Context: an optimization exercise on an open-source flow, tuned for small area, a short achievable clock period and few clock cycles per item. The choices shown serve that exercise and are no tape-out recipe.
Power and IR drop assume default switching activity.

lane 3:
==> flow/design.v (excerpt) <==
module securec_core (
    input  wire       clk,
    input  wire       rst,       
    input  wire       we,        
    input  wire [4:0] addr,      
    input  wire [7:0] wdata,     
    output reg  [7:0] rdata,     
    output reg        trig       
);
    localparam [1:0] ST_FIN  = 2'd0;    
    localparam [1:0] ST_MZ   = 2'd1;    
    localparam [1:0] ST_SQR  = 2'd2;    
    localparam [1:0] ST_MUL  = 2'd3;    
    reg [1:0] st;
    reg       done;
    reg       err_mz;
    reg       err_ill;
    reg [7:0] res;        
    reg       tag_exp;    
    reg       one;        
    reg [7:0] ib0, ib1, ib2, ib3, ib4, ib5, ib6, ib7;
    function [16:0] add16;
        input [15:0] x;
        input [15:0] y;
        reg [15:0] g, p, G, P;
        begin
            g = x & y;
            p = x | y;
            G = g; P = p;
            G[1] = G[1] | (P[1] & G[0]); P[1] = P[1] & P[0];
            G[3] = G[3] | (P[3] & G[2]); P[3] = P[3] & P[2];
            G[5] = G[5] | (P[5] & G[4]); P[5] = P[5] & P[4];
            G[7] = G[7] | (P[7] & G[6]); P[7] = P[7] & P[6];
            G[9] = G[9] | (P[9] & G[8]); P[9] = P[9] & P[8];
            G[11] = G[11] | (P[11] & G[10]); P[11] = P[11] & P[10];
            G[13] = G[13] | (P[13] & G[12]); P[13] = P[13] & P[12];
            G[15] = G[15] | (P[15] & G[14]); P[15] = P[15] & P[14];
  ...
For scale: ~1500 cells after synthesis, about 25 I/O pins.
export LEC_CHECK = 0
export ABC_AREA = 1
export CAP_MARGIN = 20
export CORE_MARGIN = 2
export CORE_UTILIZATION = 40
export SLEW_MARGIN = 20
create_clock -name core_clock -period 38.0 [get_ports {clk}]
standard.sh (not shown) runs the stock make flow with config.mk's settings and CLKGATE_MAP_FILE= SYNTH_SCRIPT=/design/flow/synth_recipe.tcl, a recipe that flattens the netlist after the stock synthesis.
==> flow/flow/run.sh <==
#!/bin/bash
# The standard layout (standard.sh), with these changes of setting:
# - plain buffers (buf_2) on the input and output ports, not the delay
#   buffer that buffer_ports picks by default;
# - timing repair aimed at a setup slack of 22 ns, so that it works on the
#   paths of the period the design reaches, not only on the clock period;
# - clock tree from clkbuf_8 buffers, without dummy loads.
# The make output goes to standard.log; ORFS's own logs are under orfs/logs.
set -euo pipefail
bash standard.sh "BUFFER_PORTS_ARGS=-buffer_cell sky130_fd_sc_hd__buf_2" SETUP_SLACK_MARGIN=22 \
  "CTS_ARGS=-sink_clustering_enable -repair_clock_nets -buf_list sky130_fd_sc_hd__clkbuf_8 -dont_use_dummy_load" \
  finish > standard.log 2>&1
The inputs of lane 5 differ from those of lane 3 as listed below.
--- a/flow/design.v
+++ b/flow/design.v
@@ -141,14 +141,36 @@
             s[13] = w82;
             c[13] = w83;
             s[14] = (a[7] & b[7]);
             c[14] = w84;
             mul8 = add16(s, c);
         end
     endfunction
+    function [9:0] sub9r;
+        input [8:0] x;
+        input [8:0] y;
+        reg [8:0] g, p, G, P;
+        begin
+            g = x & y;
+            p = x | y;
+            G = g; P = p;
+            G[0] = g[0] | p[0];
+            G[1] = G[1] | (P[1] & G[0]); P[1] = P[1] & P[0];
+            G[2] = G[2] | (P[2] & G[1]); P[2] = P[2] & P[1];
+            G[3] = G[3] | (P[3] & G[2]); P[3] = P[3] & P[2];
+            G[4] = G[4] | (P[4] & G[3]); P[4] = P[4] & P[3];
+            G[5] = G[5] | (P[5] & G[4]); P[5] = P[5] & P[4];
+            G[6] = G[6] | (P[6] & G[5]); P[6] = P[6] & P[5];
+            G[7] = G[7] | (P[7] & G[6]); P[7] = P[7] & P[6];
+            G[8] = G[8] | (P[8] & G[7]); P[8] = P[8] & P[7];
+            sub9r[0] = ~(x[0] ^ y[0]);
+            sub9r[8:1] = (x[8:1] ^ G[7:0]) ^ y[8:1];
+            sub9r[9] = ~G[8];
+        end
+    endfunction
     function [9:0] sub9;
         input [8:0] x;
         input [8:0] y;
         reg [8:0] g, p, G, P;
         begin
             g = x & y;
             p = x | y;
@@ -178,52 +200,50 @@
         input [7:0] n;
         reg [15:0] p;
         reg [9:0]  x, n3;
         reg [10:0] t1, t2, t3;
         reg [9:0]  u;
         begin
             p  = mul8(a, b);
-            n3 = {2'b00, n} + {1'b0, n, 1'b0};
             x  = {2'b00, p[15:8]};
             u  = {1'b0, x[7:0], p[7]};
             t1[9:0] = sub9(u[8:0], ~{1'b0, n});
             x  = t1[9] ? u : {1'b0, t1[8:0]};
             u  = {1'b0, x[7:0], p[6]};
             t1[9:0] = sub9(u[8:0], ~{1'b0, n});
             x  = t1[9] ? u : {1'b0, t1[8:0]};
             u  = {1'b0, x[7:0], p[5]};
             t1[9:0] = sub9(u[8:0], ~{1'b0, n});
             x  = t1[9] ? u : {1'b0, t1[8:0]};
             u  = {1'b0, x[7:0], p[4]};
             t1[9:0] = sub9(u[8:0], ~{1'b0, n});
             x  = t1[9] ? u : {1'b0, t1[8:0]};
             u  = {1'b0, x[7:0], p[3]};
-            t1[9:0] = sub9(u[8:0], ~{1'b0, n});
+            t1[9:0] = sub9r(u[8:0], ~{1'b0, n});
             x  = t1[9] ? u : {1'b0, t1[8:0]};
             u  = {1'b0, x[7:0], p[2]};
-            t1[9:0] = sub9(u[8:0], ~{1'b0, n});
+            t1[9:0] = sub9r(u[8:0], ~{1'b0, n});
             x  = t1[9] ? u : {1'b0, t1[8:0]};
             u  = {1'b0, x[7:0], p[1]};
-            t1[9:0] = sub9(u[8:0], ~{1'b0, n});
+            t1[9:0] = sub9r(u[8:0], ~{1'b0, n});
             x  = t1[9] ? u : {1'b0, t1[8:0]};
             u  = {1'b0, x[7:0], p[0]};
-            t1[9:0] = sub9(u[8:0], ~{1'b0, n});
+            t1[9:0] = sub9r(u[8:0], ~{1'b0, n});
             x  = t1[9] ? u : {1'b0, t1[8:0]};
             modmul = x[7:0];
         end
     endfunction
     wire       cmd_write = we && (addr == 5'h00) && !trig;
     wire [7:0] mul_a     = !trig ? 8'd1 : (st[0] ? res : ib0);
     wire [7:0] mm        = modmul(mul_a, ib0, ib2);
     wire [7:0] cmp_or = (ib0 ^ 8'h69) | (ib1 ^ 8'h6E) | (ib2 ^ 8'h66) | (ib3 ^ 8'h69) |
                         (ib4 ^ 8'h6E) | (ib5 ^ 8'h65) | (ib6 ^ 8'h6F) | (ib7 ^ 8'h6E);
     wire ib_write = we && !trig && (addr[4:3] == 2'b10);
     wire [7:0] e_shr = {1'b0, ib1[7:1]};
     wire       b01   = (ib0[7:1] == 7'd0);    
-    wire       idem  = (mm == ib0);           
     always @(posedge clk) begin
         if (ib_write) begin
             case (addr[2:0])
                 3'd0: ib0 <= wdata;
                 3'd1: ib1 <= wdata;
                 3'd2: ib2 <= wdata;
                 3'd3: ib3 <= wdata;
@@ -233,18 +253,15 @@
                 default: ib7 <= wdata;
             endcase
         end else if (cmd_write && wdata == 8'h01) begin
             ib0 <= mm;
             ib1 <= e_shr;
         end else if (trig && st == ST_SQR) begin
             ib0 <= mm;
-            if (idem)
-                ib1 <= 8'd1;    
-            else if (!ib1[0] || one)
-                ib1 <= e_shr;
+            if (!ib1[0] || one) ib1 <= e_shr;
         end else if (trig && st == ST_MUL) begin
             ib1 <= e_shr;
         end
     end
     always @(posedge clk) begin
         if (rst) begin
             trig    <= 1'b0;
@@ -288,22 +305,14 @@
                     err_mz <= 1'b1;
                 end
                 ST_SQR: begin
                     if (b01) begin
                         if (one || !ib0[0]) res <= mm;
                         trig <= 1'b0;
                         done <= 1'b1;
-                    end else if (idem) begin
-                        if (one) begin
-                            res  <= mm;
-                            trig <= 1'b0;
-                            done <= 1'b1;
-                        end else begin
-                            st <= ST_MUL;
-                        end
                     end else if (ib1[0]) begin
                         if (one) begin
                             res <= mm;
                             one <= 1'b0;
                             if (e_shr == 8'd0) begin
                                 trig <= 1'b0;
                                 done <= 1'b1;
Results
- Between lane 3 and lane 5, signed area change from the synthesized netlist to the final layout increased.
- | instance count on the critical path | higher: lane 5 |
- The standard cells in lane 5 occupy more silicon area than those in lane 3 do.
- For sequential logic power, lane 3 and lane 5 come out practically identical.
- Lane 5 vs lane 3 — die area dropped by a little under 10%
- Between lane 3 and lane 5, the part of the power in the clock network is higher for lane 5.
- Diff lane 3 -> lane 5 | number of buffers and inverters on the critical path | increase of 27
- The higher synthesized area came out of lane 3.
- Changes observed in lane 5 relative to lane 3: clock-buffer cell count held, total power consumption of the routed design went down 20%, setup slack went down 1.69 ns.
- As of lane 5, footprint of the multi-input gates had fallen by a few percent compared to lane 3.
No functional check of the RTL was part of any run of this note.

-- re-timing with driven ports --
The flow's constraints put no driver on any port. The routed layouts listed below were extracted and timed again, unchanged, in two steps. Step 1 assumes that a clkbuf_16 drives the clock port and a buf_2 every other input. Step 2 times the ports against the registers' clock, not the clock port: input delays grow and output delays shrink by t, the midpoint of the rising clock arrivals with the driver on. Three values: ideal ports, drivers, drivers and shift; two values: the first two.
| run | t, ns | setup slack, ns | worst register clock-pin slew, ns | worst slew at a driven data input, ns | cell pins on the clock port's net |
|---|---|---|---|---|---|
| lane 3 | 0.374 | 22.002 / 21.950 / 21.950 | 0.09 / 0.09 | 0.07 | 1 |
| lane 5 | 0.367 | 20.311 / 20.311 / 20.311 | 0.07 / 0.07 | 0.05 | 1 |
After both steps every run listed still meets setup and hold. For lane 3, which loses most, drivers alone change the setup slack by -0.052 ns; drivers and shift together by -0.052 ns.
